This is an optimization exercise on Yosys and OpenROAD, whose aim is small area, not a production implementation.
Function was checked by simulation only, so behaviour that the tests miss may differ from the original.
The clock port is modelled as an ideal driver; clocking choices that lean on that would not hold on a real chip.
Power is estimated from default activity; no workload was simulated.

===== design/flow/design.v =====
module dht_decode (
    input  wire [9:0] hum,
    input  wire [9:0] tcm,
    input  wire       neg,
    input  wire       oor,
    input  wire [7:0] ck,
    input  wire       last_bit,
    output wire [1:0] res,
    output wire [9:0] temp_lo,    
    output wire       temp_neg    
);
    wire ck_ok  = (&ck[7:1]) & (ck[0] == last_bit);
    wire hum_hi = (&hum[9:5]) & (hum[4] | (hum[3] & (|hum[2:0])));
    wire pos_hi = tcm[9] & tcm[8] & (tcm[7] | tcm[6] | (tcm[5] & (|tcm[4:0])));
    wire neg_hi = (tcm < 10'd623);
    wire t_hi   = neg ? neg_hi : pos_hi;
    assign res = !ck_ok                  ? 2'd2 :
                 (oor | hum_hi | t_hi)   ? 2'd3 :
                                           2'd0;
    wire [10:0] c;
    assign c[0] = neg;
    genvar i;
    generate
        for (i = 0; i < 10; i = i + 1) begin : g_inc
            assign c[i+1]     = c[i] & tcm[i];
            assign temp_lo[i] = tcm[i] ^ c[i];
        end
    endgenerate
    assign temp_neg = neg & ~c[10];
endmodule
module dht_reader (
    input  wire        clk,
    input  wire        rst,          
    input  wire        tick_us,      
    input  wire        pin_in,       
    output wire        pin_oe,       
    output wire        pin_out,
    output wire        pin_pue,      
    output wire [15:0] rd_temp,
    output wire [15:0] rd_hum,
    output reg         rd_valid,
    output reg         err_ind,
    output reg         ev_reading,
    output reg         ev_error,
    output reg  [3:0]  st,
    output reg  [7:0]  fail_cnt,
    output reg  [31:0] succ_cnt,
    output reg  [1:0]  last_res
);
    localparam [3:0] S_IDLE          = 4'd0;
    localparam [3:0] S_START_LOW     = 4'd1;
    localparam [3:0] S_START_HIGH    = 4'd2;
    localparam [3:0] S_ACK_WAIT_LOW  = 4'd3;
    localparam [3:0] S_ACK_WAIT_HIGH = 4'd4;
    localparam [3:0] S_ACK_WAIT_LOW2 = 4'd5;
    localparam [3:0] S_BIT_WAIT_HIGH = 4'd6;
    localparam [3:0] S_BIT_MEASURE   = 4'd7;
    localparam [3:0] S_SLEEP_OK      = 4'd8;
    localparam [3:0] S_SLEEP_FAIL    = 4'd9;
    localparam [3:0] S_RECOVER       = 4'd10;
    localparam [14:0] L_WARMUP     = 15'd19999;   
    localparam [14:0] L_START_LOW  = 15'd999;
    localparam [14:0] L_START_HIGH = 15'd29;
    localparam [14:0] L_TIMEOUT    = 15'd9999;    
    localparam [14:0] L_FAIL       = 15'd29999;
    assign pin_pue = 1'b1;
    assign pin_oe  = (st == S_START_LOW) | (st == S_START_HIGH) | (st == S_RECOVER);
    assign pin_out = (st != S_START_LOW);
    reg  [14:0] cnt;
    reg  [5:0]  bitidx;
    reg  [19:0] sh;          
    reg         neg;
    reg         oor;
    reg  [7:0]  ck;
    reg  [9:0]  hum_q;
    reg  [9:0]  temp_q;
    reg         tneg_q;
    assign rd_hum  = {6'd0, hum_q};
    assign rd_temp = {{6{tneg_q}}, temp_q};
    wire din = pin_in;
    wire at_warm  = &(cnt | ~L_WARMUP);
    wire at_slow  = &(cnt | ~L_START_LOW);
    wire at_shigh = &(cnt | ~L_START_HIGH);
    wire at_to    = &(cnt | ~L_TIMEOUT);
    wire at_fail  = &(cnt | ~L_FAIL);
    wire bit_val = (|cnt[13:6]) | (cnt[5] & (cnt[4] | cnt[3]));
    wire [1:0] dec_res;
    wire [9:0] dec_temp;
    wire       dec_tneg;
    dht_decode u_decode (
        .hum(sh[19:10]), .tcm(sh[9:0]), .neg(neg), .oor(oor), .ck(ck),
        .last_bit(bit_val),
        .res(dec_res), .temp_lo(dec_temp), .temp_neg(dec_tneg)
    );
    reg       do_begin;
    reg       do_fail;
    reg [1:0] fail_kind;
    reg       do_succ;
    reg       do_store;
    reg       do_next;
    reg [3:0] next_st;
    always @(*) begin
        do_begin  = 1'b0;
        do_fail   = 1'b0;
        fail_kind = 2'd1;
        do_succ   = 1'b0;
        do_store  = 1'b0;
        do_next   = 1'b0;
        next_st   = 4'bxxxx;
        case (st)
            S_IDLE:       do_begin = at_warm;
            S_SLEEP_OK:   do_begin = at_warm;
            S_SLEEP_FAIL: do_begin = at_fail;
            S_START_LOW: begin
                do_next = at_slow;
                next_st = S_START_HIGH;
            end
            S_START_HIGH: begin
                do_next = at_shigh;
                next_st = S_ACK_WAIT_LOW;
            end
            S_ACK_WAIT_LOW: begin
                do_next = !din;
                do_fail = din && at_to;
                next_st = S_ACK_WAIT_HIGH;
            end
            S_ACK_WAIT_HIGH: begin
                do_next = din;
                do_fail = !din && at_to;
                next_st = S_ACK_WAIT_LOW2;
            end
            S_ACK_WAIT_LOW2: begin
                do_next = !din;
                do_fail = din && at_to;
                next_st = S_BIT_WAIT_HIGH;
            end
            S_BIT_WAIT_HIGH: begin
                do_next = din;
                do_fail = !din && at_to;
                next_st = S_BIT_MEASURE;
            end
            S_BIT_MEASURE: begin
                if (!din) begin
                    do_store = 1'b1;
                    if (bitidx[5] & bitidx[2] & bitidx[1] & bitidx[0]) begin
                        do_succ   = (dec_res == 2'd0);
                        do_fail   = (dec_res != 2'd0);
                        fail_kind = dec_res;
                    end else begin
                        do_next = 1'b1;
                        next_st = S_BIT_WAIT_HIGH;
                    end
                end else begin
                    do_fail = at_to;
                end
            end
            S_RECOVER: begin
                do_next = at_to;
                next_st = S_SLEEP_FAIL;
            end
            default: ;
        endcase
    end
    wire step  = tick_us && !rst;
    wire store = step && do_store;
    wire begin_tx = step && do_begin;
    wire        cnt_clr = rst || (tick_us && (do_begin || do_succ || do_fail || do_next));
    wire [15:0] cnt_t;
    assign cnt_t[0] = tick_us;
    genvar i;
    generate
        for (i = 0; i < 15; i = i + 1) begin : g_cnt
            assign cnt_t[i+1] = cnt_t[i] & cnt[i];
        end
    endgenerate
    always @(posedge clk)
        cnt <= {15{~cnt_clr}} & (cnt ^ cnt_t[14:0]);
    wire in_sh  = (bitidx >= 6'd6 && bitidx <= 6'd15) || (bitidx >= 6'd22 && bitidx <= 6'd31);
    wire in_oor = (bitidx <= 6'd5) || (bitidx >= 6'd17 && bitidx <= 6'd21);
    wire in_sgn = (bitidx == 6'd16);
    wire [6:0] bi_t;
    assign bi_t[0] = store;
    generate
        for (i = 0; i < 6; i = i + 1) begin : g_bi
            assign bi_t[i+1] = bi_t[i] & bitidx[i];
        end
    endgenerate
    always @(posedge clk)
        bitidx <= {6{~begin_tx}} & (bitidx ^ bi_t[5:0]);
    wire       ck_x  = store & (bit_val ^ bitidx[5]);
    wire [7:0] ck_oh = 8'b1000_0000 >> bitidx[2:0];
    wire [7:0] ck_c;
    assign ck_c[0] = ck_x & ck_oh[0];
    generate
        for (i = 1; i < 8; i = i + 1) begin : g_ck
            assign ck_c[i] = (ck_c[i-1] & ck[i-1]) | (ck_x & ck_oh[i]);
        end
    endgenerate
    always @(posedge clk)
        ck <= {8{~begin_tx}} & (ck ^ ck_c);
    always @(posedge clk) begin
        if (begin_tx) begin
            oor <= 1'b0;
        end else if (store) begin
            if (in_oor) oor <= oor | bit_val;
            if (in_sgn) neg <= bit_val;
            if (in_sh)  sh  <= {sh[18:0], bit_val ^ (neg & bitidx[4])};
        end
    end
    wire        succ_ev = step && do_succ;
    wire [32:0] sc_t;
    assign sc_t[0] = succ_ev & ~&succ_cnt;
    generate
        for (i = 0; i < 32; i = i + 1) begin : g_sc
            assign sc_t[i+1] = sc_t[i] & succ_cnt[i];
        end
    endgenerate
    always @(posedge clk)
        succ_cnt <= {32{~rst}} & (succ_cnt ^ sc_t[31:0]);
    wire       fail_ev  = step && do_fail;
    wire       fail_clr = rst || (tick_us && (do_succ || (do_next && st == S_RECOVER)));
    wire [8:0] fc_t;
    assign fc_t[0] = fail_ev & ~&fail_cnt;
    generate
        for (i = 0; i < 8; i = i + 1) begin : g_fc
            assign fc_t[i+1] = fc_t[i] & fail_cnt[i];
        end
    endgenerate
    always @(posedge clk)
        fail_cnt <= {8{~fail_clr}} & (fail_cnt ^ fc_t[7:0]);
    wire hit_err    = (fail_cnt == 8'd4);
    wire go_recover = (fail_cnt >= 8'd9) && rd_valid;
    always @(posedge clk) begin
        if (rst) begin
            st         <= S_IDLE;
            temp_q     <= 10'd0;
            tneg_q     <= 1'b0;
            hum_q      <= 10'd0;
            rd_valid   <= 1'b0;
            err_ind    <= 1'b0;
            last_res   <= 2'd0;
            ev_reading <= 1'b0;
            ev_error   <= 1'b0;
        end else if (tick_us) begin
            ev_reading <= 1'b0;
            ev_error   <= 1'b0;
            if (do_begin) begin
                st <= S_START_LOW;
            end else if (do_succ) begin
                temp_q     <= dec_temp;
                tneg_q     <= dec_tneg;
                hum_q      <= sh[19:10];
                rd_valid   <= 1'b1;
                err_ind    <= 1'b0;
                last_res   <= 2'd0;
                ev_reading <= 1'b1;
                st         <= S_SLEEP_OK;
            end else if (do_fail) begin
                last_res <= fail_kind;
                if (hit_err) begin
                    ev_error <= 1'b1;
                    err_ind  <= 1'b1;
                end
                st <= go_recover ? S_RECOVER : S_SLEEP_FAIL;
            end else if (do_next) begin
                st <= next_st;
            end
        end
    end
endmodule

===== design/flow/flow/run.sh =====
#!/bin/bash
# Standard ORFS layout with these changes:
#  - combinational logic mapped by ABC for area instead of speed, without
#    the separate half/full-adder mapping step. Registers are untouched.
#    Several ABC scripts are tried (flow/abc_base.script, and
#    flow/abc_deep.script with deepsyn seeds 1-8, all deterministic); the
#    one giving the smallest synthesized area is used for the layout;
#  - port buffers are sky130_fd_sc_hd__buf_1 (every port still gets one);
#  - CTS uses clkbuf_4 clock buffers and no dummy loads;
#  - one tie cell per constant value (tie fanout not split).
# Logs: cand_*/synth.log and cand_*/orfs/logs for the trial syntheses,
# make_flow.log and orfs/logs for the layout.
set -euo pipefail
W=$PWD
ARGS=(ABC_AREA=1 ADDER_MAP_FILE=
      "BUFFER_PORTS_ARGS=-buffer_cell sky130_fd_sc_hd__buf_1"
      "CTS_ARGS=-sink_clustering_enable -repair_clock_nets -buf_list sky130_fd_sc_hd__clkbuf_4 -dont_use_dummy_load"
      SKIP_REPAIR_TIE_FANOUT=1)

cands=(base)
for s in 1 2 3 4 5 6 7 8; do cands+=("deep$s"); done

prep() {  # prep NAME: scripts folder and make wrapper for one candidate
  local c=$1
  rm -rf "$W/cand_$c"; mkdir -p "$W/cand_$c"
  cp -r "$FLOW_HOME/scripts" "$W/cand_$c/scripts"
  if [[ $c == base ]]; then
    cp "$W/flow/abc_base.script" "$W/cand_$c/scripts/abc_area.script"
  else
    sed "s/SEED/${c#deep}/" "$W/flow/abc_deep.script" > "$W/cand_$c/scripts/abc_area.script"
  fi
  sed "s|WORK_HOME=[^ ]*|WORK_HOME=$W/cand_$c/orfs|" "$W/standard.sh" > "$W/cand_$c/std.sh"
}

area_of() {
  grep -h "Chip area for module" "$W/cand_$1/orfs/reports/$FLOW_PLATFORM/dht_reader/base/synth_stat.txt" 2>/dev/null \
    | awk '{print $NF}' | tail -1
}

for c in "${cands[@]}"; do prep "$c"; done
running=0
for c in "${cands[@]}"; do
  ( bash "$W/cand_$c/std.sh" SCRIPTS_DIR="$W/cand_$c/scripts" "${ARGS[@]}" synth \
      > "$W/cand_$c/synth.log" 2>&1 || true ) &
  running=$((running + 1))
  if (( running >= ${NUM_CORES:-4} )); then wait -n || true; running=$((running - 1)); fi
done
wait || true

best=""; best_a=""
for c in "${cands[@]}"; do
  a=$(area_of "$c")
  echo "candidate $c: ${a:-failed}" | tee -a "$W/synth_choice.log"
  [[ -z "$a" ]] && continue
  if [[ -z "$best" ]] || awk -v a="$a" -v b="$best_a" 'BEGIN{exit !(a < b)}'; then best=$c; best_a=$a; fi
done
echo "chosen: $best ($best_a)" | tee -a "$W/synth_choice.log"

bash standard.sh SCRIPTS_DIR="$W/cand_$best/scripts" "${ARGS[@]}" finish > make_flow.log 2>&1

===== design/flow/flow/abc_base.script =====
strash; &get -n; &fraig -x; &put; scorr; dc2; strash; &get -n; &dch -f; &nf -R 1000; &put

===== design/flow/flow/abc_deep.script =====
strash; &get -n; &fraig -x; &put; scorr; dc2; strash; &get -n; &deepsyn -I 1 -J 50 -S SEED; &dch -f; &nf -R 1000; &put

===== design/flow/standard.sh =====
#!/bin/bash
# synth_recipe.tcl (not shown) runs the flow's synth.tcl, then flattens the netlist and writes it again
# the make line also repeats each setting of config.mk as NAME=value (left out here)
make -C /OpenROAD-flow-scripts/flow DESIGN_CONFIG=/design/flow/config.mk WORK_HOME=/design/flow/orfs CLKGATE_MAP_FILE= SYNTH_SCRIPT=/design/flow/synth_recipe.tcl "${@:-finish}"

===== design/flow/config.mk =====
export PLATFORM = sky130hd
export DESIGN_NAME = dht_reader
export DESIGN_NICKNAME = dht_reader
export VERILOG_FILES = /design/flow/design.v
export SDC_FILE = /design/flow/constraint.sdc
export NUM_CORES = 4
export LEC_CHECK = 0
export CAP_MARGIN = 20
export CORE_MARGIN = 2
export CORE_UTILIZATION = 40
export SLEW_MARGIN = 20

===== design/flow/constraint.sdc =====
create_clock -name core_clock -period 10.0 [get_ports {clk}]
set_input_delay 2.0000 -clock core_clock [delete_from_list [all_inputs] [get_ports {clk}]]
set_output_delay 2.0000 -clock core_clock [all_outputs]
set_load 0.01 [all_outputs]

==> qor.txt, run 1 <==
run status - finished clean
sequential element share of the synthesized area - 0.5444
Design Area, Final - 0.005419 mm2
DRT Wirelength - 10,380 um
die width - 114.4 um
Inserted Clock Buffers - 17
Final Setup Violations - 0
Ys Warns - 1
CP Capture Type - register
asr flop ratio synth - 0
FF+latch count, synth - 122
Via density - 5.327
Mapped Cells - 517
pin count of the biggest net entering global routing - 52
layout cells sized above 1 - 0.03636
top post-synthesis cells by area - dfxtp_1 41%, edfxtp_1 13%, nor3_1 5.2%, nor2_1 5.1%, a21oi_1 4.1%
Placer Congestion - 0.8266
post-cts resize count - 0
Die Y - 114.4 um
Distinct cells, synth - 41
ANT cells - 0
ANT nets after route - 0
RSZ-0062 raised after global routing - no
Lkg Pwr - 1.918 nW
TritonCTS clock tree - yes
initial core utilization - 0.4073
Crit Path Max Fanout - 11
Mapped Area - 0.004872 mm2
Longest Clk Path Bufs - 2
PortBufs - 81
number of setup buffers added after CTS - 0
worst path cell trace - buf_1, nand2_1, nor3_1, nand2_1, or3_1, or4_1, nor3b_2, and3_1, and3_1, and3_1, and3_1, and3_1, and3_1, and3_1, nor2b_1, nor2b_1, and3_1, a21oi_1, nor2_1
post-synth top area share - 0.4150
fin. max-slew vios - 0
syn avg cell area - 9.424 um2
vias in the first global route - 3,672
final net count - 611
setup_tns - 0 ns
Hold/Removal Path Class - reg2reg
1st-pass router iterations - 5
sw frac - 0.2113
Worst path top cell family by delay - simple AND/OR/NAND/NOR gates
commonest non-fill, non-tap cell in the layout - dfxtp_1
Final WS setup - 3.428 ns
Power Total - 0.0007328 W
Setup WS pre-CTS - 2.600 ns
slew margin rel. - 0.3338
core footprint - 0.01196 mm2
hold_buf cts - 0
number of synthesized flops with an enable pin - 21
wire per inst - 13.80 um
most frequent cells in the layout - 101 x dfxtp_1, 80 x buf_1, 66 x nor2_1
max cap viols - 0
total track usage - 0.1659
power share of the combinational group - 0.016
crit path launch type - primary input
share of total power in the clock network - 0.304
# clock sinks - 122
HPWL Detailed - 7506 um
most frequent CP cell - and3_1
Max Freq - 0.1522 GHz
# rows - 40
Primary FF master, synth - dfxtp_1
Worst Tran Pin Value - 0.9973 ns
critical path class - in2reg
Yosys top cell by area - dfxtp_1
Req. time, crit path - 10.43 ns
I/O pins - 89
first-pass GRT wire length - 17,060 um
power per cell area - 135.2 mW/mm2
H-tree levels - 4
NetSw - 0.0001549 W
CP max-delay cell - or4_1
global route overflow - 0
DR DRC count - 0
initial antenna violation count - 0
period utilization - 0.6572
slowest cell delay on critical path - 0.62 ns
dpl cell area - 0.005286 mm2
Final min period - 6.572 ns
Reg clk slew, reported paths - 0.08 ns
worst path arrival time - 7.00 ns
register share of total power - 0.680
Syn-to-layout area delta - 11.22%
Post-Syn Nets - 521
die area - 0.01308 mm2
drt first-iter violations - 338
Final Hold Viols - 0
Fin Clk Skew - 0.03060 ns
Root Buffer - clkbuf_4
internal cell power - 0.0005780 W
Peak VDD IR - 68.75 uV
Clock Latency Late Sink - 0.52 ns
Buf+Inv Stages, Crit Path - 1
Vias - 4,006
## stage by stage
| stage | util | hold slack [ns] | instances |
|---|---|---|---|
| after CTS | 0.4526 | 0.4612 | 752 |
| after global routing | 0.4530 | 0.4891 | 752 |
| after floorplan | - | 0.4273 | 517 |
| after detailed placement | 0.4419 | 0.4434 | 735 |
| after global placement | 0.4419 | 0.4355 | 735 |
| final | 0.4530 | 0.4599 | 752 |
## layout make-up
type / count / area, um2
timing repair buffer: 84 / 327.8
fill: 1209 / 6543
clock buffer: 17 / 127.6
inverter: 8 / 30.03
multi-input combinational: 374 / 2097
sequential: 122 / 2653
tap: 147 / 183.9
## power groups by stage
stage | registers, W | logic [W] | clock network, W
floorplan | 0.000510 | 0.00000768 | 0
global placement | 0.000510 | 0.0000111 | 0
detailed placement | 0.000510 | 0.0000114 | 0
CTS | 0.000499 | 0.0000114 | 0.000236
global route | 0.000499 | 0.0000127 | 0.000255
finish | 0.000499 | 0.0000114 | 0.000223
## worst min-delay path: cells and delay by family, from the launching register on
family	cells	cell delay, ns
flip-flops	1	0.33
AND/OR/NAND/NOR	1	0.05
AO/OA/AOI/OAI	1	0.06
## Yosys cell counts, types with 3 or more instances
cell / instances
a211oi_1: 9
a21oi_1: 40
a22o_1: 11
a31oi_1: 5
a32o_1: 3
and2_0: 9
and3_1: 26
buf_4: 13
clkinv_1: 8
dfxtp_1: 101
edfxtp_1: 21
nand2_1: 31
nand2b_1: 5
nand3_1: 13
nand4_1: 11
nor2_1: 66
nor2b_1: 11
nor3_1: 51
nor4_1: 4
o21a_1: 8
o21ai_0: 16
o21bai_1: 5
o31ai_1: 3
or2_0: 3
or3_1: 6
xnor2_1: 11
xor2_1: 7
## metal layers
layer	vias to the layer above	global-route usage	wire length, um
li1	2051	-	-
met1	1839	0.2027	4871
met2	96	0.2587	4645
met3	20	0.07041	637
met4	0	0.06748	220
met5	-	0	0
## worst paths after layout
path	slack, ns	end	from	cells after the start
min	0.46	temp_q[2]	temp_q[2]	2
min reg2reg	0.46	temp_q[2]	temp_q[2]	2
max	3.43	succ_cnt[31]	tick_us	19
max reg2reg	4.39	succ_cnt[31]	st[0]	19
## cell families (layout without fill, tap and decap cells)
family                    after synthesis  count (layout)  synth area share
DFF                                   122             122            0.5444
other                                   2               2          0.001541
xor gates and xnor gates               18              18           0.03236
buffers and inverters                  21             109           0.02619
and+or+nand+nor                       245             245            0.2524
AOI/OAI and AO/OA                     109             109            0.1430
## sequential cells by signal (all words and copies together) (netlist names), 6 cells and up
| register | cells |
|---|---|
| hum_q | 10 |
| fail_cnt | 8 |
| temp_q | 10 |
| sh | 20 |
| cnt | 15 |
| ck | 8 |
| bitidx | 6 |
| succ_cnt | 32 |
==> run 2, diff against run 1 <==
--- a/design/flow/design.v
+++ b/design/flow/design.v
@@ -99,4 +99,5 @@
     reg       do_store;
     reg       do_next;
+    reg       do_adv;        
     reg [3:0] next_st;
     always @(*) begin
@@ -107,18 +108,31 @@
         do_store  = 1'b0;
         do_next   = 1'b0;
+        do_adv    = 1'b0;
         next_st   = 4'bxxxx;
         case (st)
-            S_IDLE:       do_begin = at_warm;
-            S_SLEEP_OK:   do_begin = at_warm;
-            S_SLEEP_FAIL: do_begin = at_fail;
+            S_IDLE: begin
+                do_begin = at_warm;
+                do_adv   = at_warm;
+            end
+            S_SLEEP_OK: begin
+                do_begin = at_warm;
+                do_adv   = at_warm;
+            end
+            S_SLEEP_FAIL: begin
+                do_begin = at_fail;
+                do_adv   = at_fail;
+            end
             S_START_LOW: begin
+                do_adv  = at_slow;
                 do_next = at_slow;
                 next_st = S_START_HIGH;
             end
             S_START_HIGH: begin
+                do_adv  = at_shigh;
                 do_next = at_shigh;
                 next_st = S_ACK_WAIT_LOW;
             end
             S_ACK_WAIT_LOW: begin
+                do_adv  = !din || at_to;
                 do_next = !din;
                 do_fail = din && at_to;
@@ -126,4 +140,5 @@
             end
             S_ACK_WAIT_HIGH: begin
+                do_adv  = din || at_to;
                 do_next = din;
                 do_fail = !din && at_to;
@@ -131,4 +146,5 @@
             end
             S_ACK_WAIT_LOW2: begin
+                do_adv  = !din || at_to;
                 do_next = !din;
                 do_fail = din && at_to;
@@ -136,4 +152,5 @@
             end
             S_BIT_WAIT_HIGH: begin
+                do_adv  = din || at_to;
                 do_next = din;
                 do_fail = !din && at_to;
@@ -141,4 +158,5 @@
             end
             S_BIT_MEASURE: begin
+                do_adv = !din || at_to;
                 if (!din) begin
                     do_store = 1'b1;
@@ -156,4 +174,5 @@
             end
             S_RECOVER: begin
+                do_adv  = at_to;
                 do_next = at_to;
                 next_st = S_SLEEP_FAIL;
@@ -165,5 +184,5 @@
     wire store = step && do_store;
     wire begin_tx = step && do_begin;
-    wire        cnt_clr = rst || (tick_us && (do_begin || do_succ || do_fail || do_next));
+    wire        cnt_clr = rst || (tick_us && do_adv);
     wire [15:0] cnt_t;
     assign cnt_t[0] = tick_us;
--- a/design/flow/flow/run.sh
+++ b/design/flow/flow/run.sh
@@ -7,5 +7,6 @@
 #    one giving the smallest synthesized area is used for the layout;
 #  - port buffers are sky130_fd_sc_hd__buf_1 (every port still gets one);
-#  - CTS uses clkbuf_4 clock buffers and no dummy loads;
+#  - CTS uses clkbuf_4 clock buffers and no dummy loads; a leaf buffer
+#    whose clock pins would be slow is then upsized (flow/post_cts.tcl);
 #  - one tie cell per constant value (tie fanout not split).
 # Logs: cand_*/synth.log and cand_*/orfs/logs for the trial syntheses,
@@ -16,5 +17,6 @@
       "BUFFER_PORTS_ARGS=-buffer_cell sky130_fd_sc_hd__buf_1"
       "CTS_ARGS=-sink_clustering_enable -repair_clock_nets -buf_list sky130_fd_sc_hd__clkbuf_4 -dont_use_dummy_load"
-      SKIP_REPAIR_TIE_FANOUT=1)
+      SKIP_REPAIR_TIE_FANOUT=1
+      "POST_CTS_TCL=$W/flow/post_cts.tcl")
 
 cands=(base)
==> design/flow/flow/post_cts.tcl (new file) <==
estimate_parasitics -placement
set n_up 0
foreach inst [get_cells clkbuf_*] {
  if {[get_property $inst ref_name] ne "sky130_fd_sc_hd__clkbuf_4"} { continue }
  set out [get_pins -of_objects $inst -filter "direction==output"]
  set worst 0.0
  set leaf 0
  foreach p [get_pins -of_objects [get_nets -of_objects $out] -filter "direction==input"] {
    if {[get_property $p name] eq "CLK"} { set leaf 1 }
    set s [get_property $p slew_max]
    if {$s > $worst} { set worst $s }
  }
  if {$leaf && $worst > 0.112} {
    puts "post_cts: [get_name $inst] worst clock-pin slew [format %.3f $worst] ns, now clkbuf_8"
    replace_cell $inst sky130_fd_sc_hd__clkbuf_8
    incr n_up
  }
}
puts "post_cts: $n_up leaf buffers upsized"
if {$n_up > 0} {
  detailed_placement
  check_placement -verbose
  estimate_parasitics -placement
}
==> run 2 against run 1 <==
Critical path depth down 2. Worst hold slack better by 0.0019 ns. Via count up 1.3%. Still clean. Core utilization about the same. Sequential share of layout area barely moved. Highest routed layer unchanged. Largest power group unchanged.
==> qor.txt, run 2 <==
run status - finished clean
Lkg Pwr - 1.895 nW
Final Setup Violations - 0
Post-Syn Nets - 525
Via density - 5.356
Yosys top cell by area - dfxtp_1
top post-synthesis cells by area - dfxtp_1 42%, edfxtp_1 13%, nor3_1 6.0%, nor2_1 5.3%, a21oi_1 3.5%
Peak VDD IR - 73.10 uV
initial antenna violation count - 1
drt first-iter violations - 250
Final Hold Viols - 0
die width - 114.3 um
Vias - 4,060
DR DRC count - 0
core footprint - 0.01196 mm2
worst r2r src - sh[1]
Syn-to-layout area delta - 11.44%
top-count cell post-synth - dfxtp_1
slew margin rel. - 0.4738
Hold/Removal Path Class - reg2reg
CP Capture Type - register
die area - 0.01306 mm2
Fin Clk Skew - 0.03259 ns
Primary FF master, synth - dfxtp_1
# clock sinks - 122
first-pass GRT wire length - 17,640 um
CP max-delay cell - nor4b_1
Hold Crit Start - temp_q[1]
Worst R2R End - succ_cnt[30]
Final min period - 5.709 ns
ANT nets after route - 0
TritonCTS clock tree - yes
setup_tns - 0 ns
max cap viols - 0
global route overflow - 0
sequential element share of the synthesized area - 0.5451
total track usage - 0.1699
power per cell area - 136.2 mW/mm2
RSZ-0062 raised after global routing - no
Clock Latency Late Sink - 0.52 ns
HPWL Detailed - 7546 um
Reg2Reg Depth - 19
Buf+Inv Stages, Crit Path - 2
Mapped Area - 0.004866 mm2
initial core utilization - 0.4068
vias in the first global route - 3,751
layout cells sized above 1 - 0.03770
Die Y - 114.3 um
Distinct cells, synth - 40
biggest regs - succ_cnt x32, sh x20, cnt x15
# rows - 40
most frequent CP cell - and3_1
FF+latch count, synth - 122
Mapped Cells - 521
instance count on the critical path - 17
slowest cell delay on critical path - 0.57 ns
syn avg cell area - 9.340 um2
Hold Path Stages - 2
crit path from - pin_in
post-synth top area share - 0.4155
Worst Tran Pin Value - 0.7864 ns
1st-pass router iterations - 4
critical path class - in2reg
pin count of the biggest net entering global routing - 49
period utilization - 0.5709
commonest non-fill, non-tap cell in the layout - dfxtp_1
worst path arrival time - 6.15 ns
final net count - 616
FF-to-FF setup slack - 4.76 ns
Ys Warns - 1
worst path cell trace - buf_1, nor4b_1, nand4_1, nor2_1, clkinv_1, nor2_1, and2_0, nor2b_1, and2_0, and3_1, and4_1, and3_1, and3_1, and3_1, and2_0, nor2_1, nor3_1
PortBufs - 81
DRT Wirelength - 10,510 um
Crit Path Max Fanout - 7
Max Freq - 0.1752 GHz
asr flop ratio synth - 0
number of synthesized flops with an enable pin - 21
fin. max-slew vios - 0
Reg clk slew, reported paths - 0.09 ns
I/O pins - 89
most frequent cells after synthesis - 101 x dfxtp_1, 69 x nor2_1, 58 x nor3_1
Worst path top cell family by delay - simple AND/OR/NAND/NOR gates
wire per inst - 13.86 um
max FFs per register - 32
crit path launch type - primary input
most frequent cells in the layout - 101 x dfxtp_1, 80 x buf_1, 69 x nor2_1
WHS Endpoint - temp_q[1]
Most flops, register - succ_cnt
Req. time, crit path - 10.44 ns
Placer Congestion - 0.7743
Power Total - 0.0007386 W
-- run 2: cell types whose count changed after synthesis, moves of 4 or more --
cell      change
a21oi_1       -6
and2_0        +7
and4_1        +4
nand2_1       +5
nor2b_1       -8
nor3_1        +7
o21bai_1      -5
-- run 2: routing by layer --
metal	global-route usage	vias to the layer above	part of all wire	wire (um)
met2	0.2742	94	0.48	5015
met5	0	-	0	0
met4	0.07724	0	0.017	183
met1	0.2090	1875	0.45	4777
li1	-	2074	-	-
met3	0.05241	17	0.051	532
-- run 2: power breakdown --
group | internal, W | switching, W | total (W)
registers | 0.000498 | 0.00000133 | 0.000499
clock network | 0.0000775 | 0.000148 | 0.000226
logic | 0.00000335 | 0.0000103 | 0.0000137
total | 0.000579 | 0.000160 | 0.000739
-- run 2: final cells by class --
cell class | instances | area, um2
diodes | 1 | 2.502
clock buffers | 17 | 127.6
fillers | 1204 | 6539
inverters | 6 | 22.52
multi-input cells | 380 | 2098
flip-flops and latches | 122 | 2653
well taps | 147 | 183.9
repair buffers | 85 | 335.3
-- run 2: logic make-up (layout without fill, tap and decap cells) --
family                 Yosys count  after routing  synth area share
buffers and inverters           19            108           0.02468
other                            2              3          0.001543
XOR/XNOR                        14             14           0.02520
flip-flops                     122            122            0.5451
AO/OA/AOI/OAI                  101            101            0.1327
AND/OR/NAND/NOR                263            263            0.2708
-- run 2: how the worst max path moves through the flow --
stage                         to  slack (ns)
floorplan           succ_cnt[30]        4.50
global placement    succ_cnt[30]        3.97
detailed placement  succ_cnt[30]        3.77
global route        succ_cnt[30]        3.73
finish              succ_cnt[30]        4.29
-- run 2: worst register-to-register path, delay by kind of cell (launching register included) --
family          cells  cell delay (ns)
flops               1             0.46
simple gates       15             3.78
buf+inv             1             0.15
compound gates      3             0.76
-- run 2: per-stage QoR --
stage / hold slack (ns) / util / std cells / instance area [um2] / worst slack [ns]
after global routing: 0.4855 / 0.4533 / 758 / 5423 / 3.734
final: 0.4618 / 0.4533 / 758 / 5423 / 4.291
after floorplan: 0.4324 / - / 521 / 4866 / 4.497
after detailed placement: 0.4430 / 0.4425 / 740 / 5293 / 3.775
after global placement: 0.4329 / 0.4425 / 740 / 5293 / 3.968
==> run 3, diff against run 2 <==
--- a/design/flow/design.v
+++ b/design/flow/design.v
@@ -34,6 +34,6 @@
     input  wire        tick_us,      
     input  wire        pin_in,       
-    output wire        pin_oe,       
-    output wire        pin_out,
+    output reg         pin_oe,       
+    output reg         pin_out,
     output wire        pin_pue,      
     output wire [15:0] rd_temp,
@@ -65,6 +65,4 @@
     localparam [14:0] L_FAIL       = 15'd29999;
     assign pin_pue = 1'b1;
-    assign pin_oe  = (st == S_START_LOW) | (st == S_START_HIGH) | (st == S_RECOVER);
-    assign pin_out = (st != S_START_LOW);
     reg  [14:0] cnt;
     reg  [5:0]  bitidx;
@@ -253,4 +251,6 @@
         if (rst) begin
             st         <= S_IDLE;
+            pin_oe     <= 1'b0;
+            pin_out    <= 1'b1;
             temp_q     <= 10'd0;
             tneg_q     <= 1'b0;
@@ -265,5 +265,7 @@
             ev_error   <= 1'b0;
             if (do_begin) begin
-                st <= S_START_LOW;
+                st      <= S_START_LOW;
+                pin_oe  <= 1'b1;
+                pin_out <= 1'b0;
             end else if (do_succ) begin
                 temp_q     <= dec_temp;
@@ -282,6 +284,13 @@
                 end
                 st <= go_recover ? S_RECOVER : S_SLEEP_FAIL;
+                if (go_recover) begin
+                    pin_oe  <= 1'b1;
+                    pin_out <= 1'b1;
+                end
             end else if (do_next) begin
                 st <= next_st;
+                if (st == S_START_LOW)  pin_out <= 1'b1;
+                if (st == S_START_HIGH) pin_oe  <= 1'b0;
+                if (st == S_RECOVER)    pin_oe  <= 1'b0;
             end
         end
==> run 3 against run 2 <==
Sequential cell count is 2 higher. Cell count is 0.66% lower. Critical path type unchanged. Still clean. Sequential share of layout area is 0.41 points higher. Worst setup slack worse by 0.64 ns. Combinational power is 3% lower. Fmax is 10% lower. Clock skew is 0.0063 ns higher.
==> qor.txt, run 3 <==
top-count cell post-synth - dfxtp_1
Lkg Pwr - 2.000 nW
dpl cell area - 0.005318 mm2
total track usage - 0.1683
worst path arrival time - 6.74 ns
initial antenna violation count - 0
setup_tns - 0 ns
Hold Crit Start - temp_q[8]
HPWL Detailed - 7484 um
asr flop ratio synth - 0
Most flops, register - succ_cnt
biggest regs - succ_cnt x32, sh x20, cnt x15
Primary FF master, synth - dfxtp_1
Crit Path Max Fanout - 11
# clock sinks - 124
Mapped Cells - 518
1st-pass router iterations - 4
fin. max-slew vios - 0
Fin Clk Skew - 0.03890 ns
Syn-to-layout area delta - 11.53%
core footprint - 0.01196 mm2
Distinct cells, synth - 37
ANT cells - 0
crit path from - pin_in
Reg clk slew, reported paths - 0.09 ns
# rows - 40
Peak VDD IR - 74.17 uV
die width - 114.6 um
worst r2r src - cnt[13]
Die Y - 114.6 um
worst path cell trace - buf_1, nand4b_1, nor3_1, and3_1, nand3_1, nor2_1, and2_0, nand2_1, nor2_1, and3_1, and2_0, nor2b_1, and2_0, and3_1, and3_1, and3_1, nor2b_1, and2_0, nand2_1, xnor2_1
top post-synthesis cells by area - dfxtp_1 42%, edfxtp_1 13%, a21oi_1 5.5%, nor2_1 4.8%, a22o_1 3.6%
Vias - 4,027
crit path launch type - primary input
die area - 0.01314 mm2
max cap viols - 0
Req. time, crit path - 10.39 ns
sequential element share of the synthesized area - 0.5501
Ys Warns - 1
power per cell area - 137.9 mW/mm2
Layout Utilization - 0.4564
Final Hold Viols - 0
Final WS setup - 3.652 ns
Clock Latency Late Sink - 0.52 ns
TritonCTS clock tree - yes
most frequent cells after synthesis - 103 x dfxtp_1, 63 x nor2_1, 54 x a21oi_1
syn avg cell area - 9.449 um2
period utilization - 0.6348
Design Area, Final - 0.005459 mm2
wire per inst - 14.11 um
critical path class - in2reg
PortBufs - 81
most frequent cells in the layout - 103 x dfxtp_1, 81 x buf_1, 63 x nor2_1
CP max-delay cell - nor3_1
CP Capture Type - register
number of synthesized flops with an enable pin - 21
first-pass GRT wire length - 17,460 um
Yosys top cell by area - dfxtp_1
Max Freq - 0.1575 GHz
Hold/Removal Path Class - reg2reg
Mapped Area - 0.004895 mm2
DR DRC count - 0
pin count of the biggest net entering global routing - 25
Final min period - 6.348 ns
vias in the first global route - 3,625
initial core utilization - 0.4092
Power Total - 0.0007527 W
fill count - 1,164
post-synth top area share - 0.4213
layout cells sized above 1 - 0.03630
ANT nets after route - 0
most frequent CP cell - and3_1
RSZ-0062 raised after global routing - no
Setup WS pre-CTS - 3.128 ns
Final Setup Violations - 0
slowest cell delay on critical path - 0.50 ns
global route overflow - 0
Post-Syn Nets - 522
FF+latch count, synth - 124
DRT Wirelength - 10,630 um
slew margin rel. - 0.4116
commonest non-fill, non-tap cell in the layout - dfxtp_1
final net count - 612
Via density - 5.348
run status - finished clean
I/O pins - 89
max FFs per register - 32
Placer Congestion - 0.8104
drt first-iter violations - 266
Worst Tran Pin Value - 0.8734 ns
-- run 3: cell count changes in the layout (fill, tap and decap cells not counted), sizes merged, moves of 3 or more --
cell | before | now
a22o | 12 | 20
o21ai | 17 | 30
o31ai | 4 | 1
and2 | 16 | 11
nor3b | 3 | 0
a21oi | 34 | 54
nor2b | 3 | 9
or3 | 6 | 3
nor2 | 69 | 63
o21a | 9 | 6
nor3 | 58 | 31
-- run 3: logic make-up after synthesis --
group | synth area share
and+or+nand+nor | 0.2257
AOI/OAI and AO/OA | 0.1687
DFF | 0.5501
buffers and inverters | 0.02531
xor gates and xnor gates | 0.02863
other | 0.001534
-- run 3: layer usage --
metal | global-route usage | routed length, um | vias up
met3 | 0.04764 | 446 | 11
met4 | 0.07073 | 149 | 0
met1 | 0.2175 | 5068 | 1871
met2 | 0.2643 | 4961 | 85
met5 | 0 | 0 | -
li1 | - | - | 2060
-- run 3: worst max-delay path: cells and delay by family --
kind | cells | cell delay, ns
xor gates and xnor gates | 1 | 0.12
buffers and inverters | 1 | 0.10
and+or+nand+nor | 18 | 4.52
-- run 3: worst paths after layout --
kind | to | slack, ns | depth (start not counted)
max reg2reg | succ_cnt[30] | 3.94 | 22
min reg2reg | temp_q[8] | 0.45 | 2
max | succ_cnt[30] | 3.65 | 20
min | temp_q[8] | 0.45 | 2
-- run 3: report_power, final --
part	total [W]	switching (W)	internal, W
Clock	0.000232	0.000151	0.0000817
Combinational	0.0000133	0.0000104	0.00000288
Sequential	0.000507	0.00000104	0.000506
-- run 3: layout make-up --
type | instances | area [um2] | share of cell area
multi-input combinational | 374 | 2096 | 0.3839
inverter | 7 | 26.28 | 0.004813
sequential | 124 | 2693 | 0.4932
clock buffer | 17 | 133.9 | 0.02452
timing repair buffer | 84 | 326.6 | 0.05982
tap | 147 | 183.9 | 0.03369
-- run 3: per-stage QoR --
stage | cells | hold WS [ns]
floorplan | 518 | 0.4302
global placement | 736 | 0.4348
detailed placement | 736 | 0.4376
global route | 753 | 0.4735
finish | 753 | 0.4495
==> run 4, diff against run 3 <==
--- a/design/flow/flow/run.sh
+++ b/design/flow/flow/run.sh
@@ -4,6 +4,7 @@
 #    the separate half/full-adder mapping step. Registers are untouched.
 #    Several ABC scripts are tried (flow/abc_base.script, and
-#    flow/abc_deep.script with deepsyn seeds 1-8, all deterministic); the
-#    one giving the smallest synthesized area is used for the layout;
+#    flow/abc_deep.script and flow/abc_deep_p.script with deepsyn seeds
+#    1-12, all deterministic); the one giving the smallest synthesized
+#    area is used for the layout;
 #  - port buffers are sky130_fd_sc_hd__buf_1 (every port still gets one);
 #  - CTS uses clkbuf_4 clock buffers and no dummy loads; a leaf buffer
@@ -21,5 +22,5 @@
 
 cands=(base)
-for s in 1 2 3 4 5 6 7 8; do cands+=("deep$s"); done
+for s in 1 2 3 4 5 6 7 8 9 10 11 12; do cands+=("deep$s" "deepp$s"); done
 
 prep() {  # prep NAME: scripts folder and make wrapper for one candidate
@@ -29,4 +30,6 @@
   if [[ $c == base ]]; then
     cp "$W/flow/abc_base.script" "$W/cand_$c/scripts/abc_area.script"
+  elif [[ $c == deepp* ]]; then
+    sed "s/SEED/${c#deepp}/" "$W/flow/abc_deep_p.script" > "$W/cand_$c/scripts/abc_area.script"
   else
     sed "s/SEED/${c#deep}/" "$W/flow/abc_deep.script" > "$W/cand_$c/scripts/abc_area.script"
==> design/flow/flow/abc_deep_p.script (new file) <==
strash; &get -n; &fraig -x; &put; scorr; dc2; strash; &get -n; &deepsyn -I 1 -J 50 -S SEED; &dch; &nf -R 1000 -p; &put
==> run 4 against run 3 <==
Clock skew unchanged. Area after synthesis unchanged. Die area unchanged. Highest routed layer unchanged.
==> qor.txt, run 4 <==
run status - finished clean
ANT nets after route - 0
Worst Tran Pin Value - 0.8734 ns
final net count - 612
Distinct cells, synth - 37
drt first-iter violations - 266
Hold Crit Start - temp_q[8]
Ys Warns - 1
Via density - 5.348
biggest regs - succ_cnt x32, sh x20, cnt x15
global route overflow - 0
Req. time, crit path - 10.39 ns
CP Capture Type - register
Most flops, register - succ_cnt
DR DRC count - 0
max FFs per register - 32
die area - 0.01314 mm2
post-synth top area share - 0.4213
worst r2r src - cnt[13]
Mapped Cells - 518
TritonCTS clock tree - yes
most frequent cells after synthesis - 103 x dfxtp_1, 63 x nor2_1, 54 x a21oi_1
Placer Congestion - 0.8104
FF-to-FF setup slack - 3.94 ns
most frequent cells in the layout - 103 x dfxtp_1, 81 x buf_1, 63 x nor2_1
setup_tns - 0 ns
Finished Layout Cells - 753
Final min period - 6.348 ns
dpl cell area - 0.005318 mm2
initial antenna violation count - 0
worst path arrival time - 6.74 ns
fill count - 1,164
Post-Syn Nets - 522
critical path class - in2reg
Worst R2R End - succ_cnt[30]
Lkg Pwr - 2.000 nW
pin count of the biggest net entering global routing - 25
number of synthesized flops with an enable pin - 21
Placed Cells - 736
Fin Clk Skew - 0.03890 ns
Max Freq - 0.1575 GHz
Hold Path Stages - 2
first-pass GRT wire length - 17,460 um
Yosys top cell by area - dfxtp_1
vias in the first global route - 3,625
Primary FF master, synth - dfxtp_1
top-count cell post-synth - dfxtp_1
Reg2Reg Depth - 22
ANT cells - 0
Die Y - 114.6 um
commonest non-fill, non-tap cell in the layout - dfxtp_1
Mapped Area - 0.004895 mm2
I/O pins - 89
total track usage - 0.1683
initial core utilization - 0.4092
wire per inst - 14.11 um
slew margin rel. - 0.4116
asr flop ratio synth - 0
PortBufs - 81
Vias - 4,027
layout cells sized above 1 - 0.03630
power per cell area - 137.9 mW/mm2
Hold/Removal Path Class - reg2reg
Crit Path Max Fanout - 11
FF+latch count, synth - 124
Fin Hold WS - 0.4495 ns
crit path launch type - primary input
Final Hold Viols - 0
top post-synthesis cells by area - dfxtp_1 42%, edfxtp_1 13%, a21oi_1 5.5%, nor2_1 4.8%, a22o_1 3.6%
period utilization - 0.6348
# clock sinks - 124
WHS Endpoint - temp_q[8]
# rows - 40
HPWL Detailed - 7484 um
RSZ-0062 raised after global routing - no
Design Area, Final - 0.005459 mm2
Peak VDD IR - 74.17 uV
Reg clk slew, reported paths - 0.09 ns
Final Setup Violations - 0
DRT Wirelength - 10,630 um
max cap viols - 0
sequential element share of the synthesized area - 0.5501
fin. max-slew vios - 0
1st-pass router iterations - 4
die width - 114.6 um
Syn-to-layout area delta - 11.53%
core footprint - 0.01196 mm2
Clock Latency Late Sink - 0.52 ns
syn avg cell area - 9.449 um2
==> run 4: metal layers <==
layer | GRT usage | routed length, um | vias to the layer above
li1 | - | - | 2060
met1 | 0.2175 | 5068 | 1871
met2 | 0.2643 | 4961 | 85
met3 | 0.04764 | 446 | 11
met4 | 0.07073 | 149 | 0
met5 | 0 | 0 | -
==> run 4: worst max path at each step <==
stage / startpoint / end / cells past startpoint / slack [ns]
after global placement: pin_in / succ_cnt[30] / 20 / 3.43
final: pin_in / succ_cnt[30] / 20 / 3.65
after detailed placement: pin_in / succ_cnt[30] / 20 / 3.13
after global routing: pin_in / succ_cnt[30] / 20 / 3.07
after floorplan: pin_in / succ_cnt[30] / 19 / 3.59
==> run 4: cell families after synthesis <==
logic type,after synthesis,synth area share
AO/OA/AOI/OAI,134,0.1687
XOR/XNOR,16,0.02863
buffers and inverters,20,0.02531
flip-flops,124,0.5501
other,2,0.001534
AND/OR/NAND/NOR,222,0.2257
==> run 4: final cells by class <==
cell class                 count  area [um2]  share of cell area
sequential                   124        2693              0.4932
tap                          147       183.9             0.03369
multi-input combinational    374        2096              0.3839
clock buffer                  17       133.9             0.02452
inverter                       7       26.28            0.004813
timing repair buffer          84       326.6             0.05982
==> run 4: per-stage QoR <==
step / setup slack [ns] / total power, W / util
2_1_floorplan: 3.589 / 0.0005280 / -
3_3_place_gp: 3.425 / 0.0005315 / 0.4446
3_5_place_dp: 3.128 / 0.0005319 / 0.4446
5_1_grt: 3.067 / 0.0007865 / 0.4564
6_report: 3.652 / 0.0007527 / 0.4564
==> run 4: critical path, stage by stage <==
cell,delay [ns]
buf_1,0.10
nand4b_1,0.28
nor3_1,0.50
and3_1,0.29
nand3_1,0.10
nor2_1,0.17
and2_0,0.44
nand2_1,0.11
nor2_1,0.24
and3_1,0.24
and2_0,0.27
nor2b_1,0.23
and2_0,0.25
and3_1,0.27
and3_1,0.25
and3_1,0.27
nor2b_1,0.24
and2_0,0.27
nand2_1,0.10
xnor2_1,0.12
==> run 4: report_power, final <==
part / internal [W] / switching, W
clock: 0.0000817 / 0.000151
sequential: 0.000506 / 0.00000104
combinational: 0.00000288 / 0.0000104
==> run 5, diff against run 4 <==
--- a/design/flow/design.v
+++ b/design/flow/design.v
@@ -34,6 +34,6 @@
     input  wire        tick_us,      
     input  wire        pin_in,       
-    output reg         pin_oe,       
-    output reg         pin_out,
+    output wire        pin_oe,       
+    output wire        pin_out,
     output wire        pin_pue,      
     output wire [15:0] rd_temp,
@@ -65,4 +65,6 @@
     localparam [14:0] L_FAIL       = 15'd29999;
     assign pin_pue = 1'b1;
+    assign pin_oe  = (st == S_START_LOW) | (st == S_START_HIGH) | (st == S_RECOVER);
+    assign pin_out = (st != S_START_LOW);
     reg  [14:0] cnt;
     reg  [5:0]  bitidx;
@@ -251,6 +253,4 @@
         if (rst) begin
             st         <= S_IDLE;
-            pin_oe     <= 1'b0;
-            pin_out    <= 1'b1;
             temp_q     <= 10'd0;
             tneg_q     <= 1'b0;
@@ -265,7 +265,5 @@
             ev_error   <= 1'b0;
             if (do_begin) begin
-                st      <= S_START_LOW;
-                pin_oe  <= 1'b1;
-                pin_out <= 1'b0;
+                st <= S_START_LOW;
             end else if (do_succ) begin
                 temp_q     <= dec_temp;
@@ -284,13 +282,6 @@
                 end
                 st <= go_recover ? S_RECOVER : S_SLEEP_FAIL;
-                if (go_recover) begin
-                    pin_oe  <= 1'b1;
-                    pin_out <= 1'b1;
-                end
             end else if (do_next) begin
                 st <= next_st;
-                if (st == S_START_LOW)  pin_out <= 1'b1;
-                if (st == S_START_HIGH) pin_oe  <= 1'b0;
-                if (st == S_RECOVER)    pin_oe  <= 1'b0;
             end
         end
==> run 5 against run 4 <==
Worst setup slack worse by 0.65 ns. Clock skew is 0.0016 ns lower. Cell count is 2.1% lower. Register-to-register slack got worse by 0.80 ns. Sequential share of layout area down 0.067 points. Critical endpoint unchanged.
==> qor.txt, run 5 <==
Design Area, Final - 0.005385 mm2
mux cell area share after synthesis - 0.002071
Die Y - 113.9 um
Placer Congestion - 0.8497
internal cell power - 0.0005781 W
period utilization - 0.6999
1st-pass router iterations - 4
Syn-to-layout area delta - 11.44%
first-pass GRT wire length - 17,200 um
die area - 0.01298 mm2
Final Hold Viols - 0
CP max-delay cell - nor3b_1
PortBufs - 81
wire per inst - 14.18 um
slew margin rel. - 0.4154
Primary FF master, synth - dfxtp_1
fin. max-slew vios - 0
sw frac - 0.2185
TritonCTS clock tree - yes
Compound-Gate Fraction of Synth Area - 0.1556
DR DRC count - 0
max FFs per register - 32
most frequent cells in the layout - 101 x dfxtp_1, 81 x buf_1, 57 x nor2_1
CP Capture Type - register
worst path arrival time - 7.42 ns
post-synthesis share of cell area spent on xor and xnor gates - 0.02719
simple logic cell fraction of the synthesized area - 0.2390
vias in the first global route - 3,636
Placed Cells - 720
core footprint - 0.01191 mm2
Via density - 5.479
final net count - 596
die width - 113.9 um
# clock sinks - 122
Final min period - 6.999 ns
Mapped Cells - 501
Finished Layout Cells - 737
most frequent cells after synthesis - 101 x dfxtp_1, 57 x nor2_1, 49 x nor3_1
setup_tns - 0 ns
ANT cells - 0
critical path class - in2reg
total track usage - 0.1669
fill count - 1,184
slowest cell delay on critical path - 0.43 ns
# rows - 40
NetSw - 0.0001616 W
Final WS setup - 3.001 ns
commonest non-fill, non-tap cell in the layout - dfxtp_1
Vias - 4,038
top post-synthesis cells by area - dfxtp_1 42%, edfxtp_1 13%, nor3_1 5.1%, a21oi_1 4.5%, nor2_1 4.4%
drt first-iter violations - 245
area of the multi-input gates - 0.002061 mm2
Req. time, crit path - 10.42 ns
Peak VDD IR - 96.08 uV
crit path launch type - primary input
Most flops, register - succ_cnt
Reg clk slew, reported paths - 0.09 ns
post-synth top area share - 0.4184
adder-cell share of the synthesized area - 0
Worst Tran Pin Value - 0.8548 ns
number of synthesized flops with an enable pin - 21
Final Setup Violations - 0
Clock Latency Late Sink - 0.54 ns
biggest regs - succ_cnt x32, sh x20, cnt x15
sequential element share of the synthesized area - 0.5489
max cap viols - 0
Fin Hold WS - 0.4544 ns
Setup WS pre-CTS - 2.526 ns
Distinct cells, synth - 46
DRT Wirelength - 10,450 um
Hold/Removal Path Class - reg2reg
Max Freq - 0.1429 GHz
layout cells sized above 1 - 0.03729
share of total power in the clock network - 0.309
worst path cell trace - buf_1, or3_1, nor3_1, nand2b_1, nor2_1, nand3_1, and4b_1, and3_1, nand2_1, nor3b_1, and3_1, and2_0, nand4_1, nor2b_1, and3_1, and3_1, and2_0, and3_1, and2_0, and3_1, and2_0, a21oi_1, o21a_1
top-count cell post-synth - dfxtp_1
Reg area - 0.002653 mm2
run status - finished clean
register share of total power - 0.675
largest family of logic cells by synthesized area - simple AND/OR/NAND/NOR gates
asr flop ratio synth - 0
syn avg cell area - 9.645 um2
FF+latch count, synth - 122
dpl cell area - 0.005258 mm2
Lkg Pwr - 1.890 nW
power share of the combinational group - 0.017
Mapped Area - 0.004832 mm2
Crit Path Max Fanout - 7
global route overflow - 0
most frequent CP cell - and3_1
ANT nets after route - 0
pin count of the biggest net entering global routing - 37
initial core utilization - 0.4057
Post-Syn Nets - 505
Yosys top cell by area - dfxtp_1
I/O pins - 89
initial antenna violation count - 0
RSZ-0062 raised after global routing - no
HPWL Detailed - 7446 um
Fin Clk Skew - 0.03728 ns
power per cell area - 137.4 mW/mm2
Ys Warns - 1
## run 5: cell count changes after synthesis, moves of 3 or more
| cell | change |
|---|---|
| nor3b_1 | +6 |
| a32o_1 | +3 |
| nor2_1 | -6 |
| o22ai_1 | +3 |
| nor3_1 | +18 |
| a22o_1 | -4 |
| o21ai_0 | -14 |
| nand2b_1 | +5 |
| nand2_1 | -8 |
| and3_1 | -10 |
| a21oi_1 | -11 |
## run 5: final timing paths
| check | start | end | slack (ns) | cells after the start |
|---|---|---|---|---|
| setup reg to reg | sh[4] | succ_cnt[30] | 3.14 | 24 |
| hold reg to reg | cnt[14] | cnt[14] | 0.45 | 1 |
| hold / removal | cnt[14] | cnt[14] | 0.45 | 1 |
| setup / recovery | pin_in | succ_cnt[30] | 3.00 | 23 |
## run 5: cell type report
class,count,share of cell area
clock buffers,17,0.02370
inverters,7,0.004879
multi-input cells,359,0.3827
flip-flops and latches,122,0.4926
well taps,147,0.03415
repair buffers,85,0.06204
## run 5: metal layers
metal / GRT usage / part of all wire
met5: 0 / 0
met4: 0.07642 / 0.018
met3: 0.05845 / 0.059
met2: 0.2547 / 0.46
met1: 0.2133 / 0.47
## run 5: logic make-up (layout without fill, tap and decap cells)
logic type / Yosys count / count (layout)
AO/OA/AOI/OAI: 114 / 114
XOR/XNOR: 15 / 15
buffers and inverters: 20 / 109
flip-flops: 122 / 122
multiplexers: 1 / 1
other: 2 / 2
AND/OR/NAND/NOR: 227 / 227
## run 5: per-stage QoR
stage / total power, W / util
detailed placement: 0.0005231 / 0.4414
finish: 0.0007398 / 0.4521
global placement: 0.0005230 / 0.4414
floorplan: 0.0005190 / -
global route: 0.0007722 / 0.4521
## run 5: power by group through the flow
stage | combinational [W] | sequential (W) | clock, W
after floorplan | 0.00000877 | 0.000510 | 0
after global placement | 0.0000125 | 0.000511 | 0
after detailed placement | 0.0000125 | 0.000511 | 0
after global routing | 0.0000142 | 0.000499 | 0.000259
final | 0.0000123 | 0.000499 | 0.000228
## run 5: worst max-delay path, delay by kind of cell
family | cells | cell delay (ns)
AO/OA/AOI/OAI | 2 | 0.20
buffers and inverters | 1 | 0.10
AND/OR/NAND/NOR | 20 | 5.11

## what the ideal ports hide
Ports are ideal in the flow. The routed layouts listed here were re-timed in OpenROAD.
Step 1 assumes that a clkbuf_16 drives the clock port and a buf_2 every other input.
Step 2 also shifts input and output timing later by t, the mid clock arrival at the registers, as if the neighbouring blocks saw the same clock.
a / b / c = ideal ports / drivers / drivers and shift; a / b = the first two.
| run | shift t [ns] | setup slack, ns | worst hold slack (ns) |
|---|---|---|---|
| run 1 | 0.538 | 3.428 / 3.427 / 2.888 | 0.460 / 0.460 / 0.460 |
| run 2 | 0.540 | 4.291 / 4.305 / 3.765 | 0.462 / 0.462 / 0.462 |
| run 3 | 0.536 | 3.652 / 3.660 / 3.124 | 0.450 / 0.450 / 0.450 |
| run 4 | 0.536 | 3.652 / 3.660 / 3.124 | 0.450 / 0.450 / 0.450 |
| run 5 | 0.550 | 3.001 / 3.013 / 2.463 | 0.454 / 0.454 / 0.454 |
After both steps setup and hold are still met in every run listed. The setup slack of run 1, which loses most, moves by -0.001 ns with the drivers and by -0.540 ns with both steps.
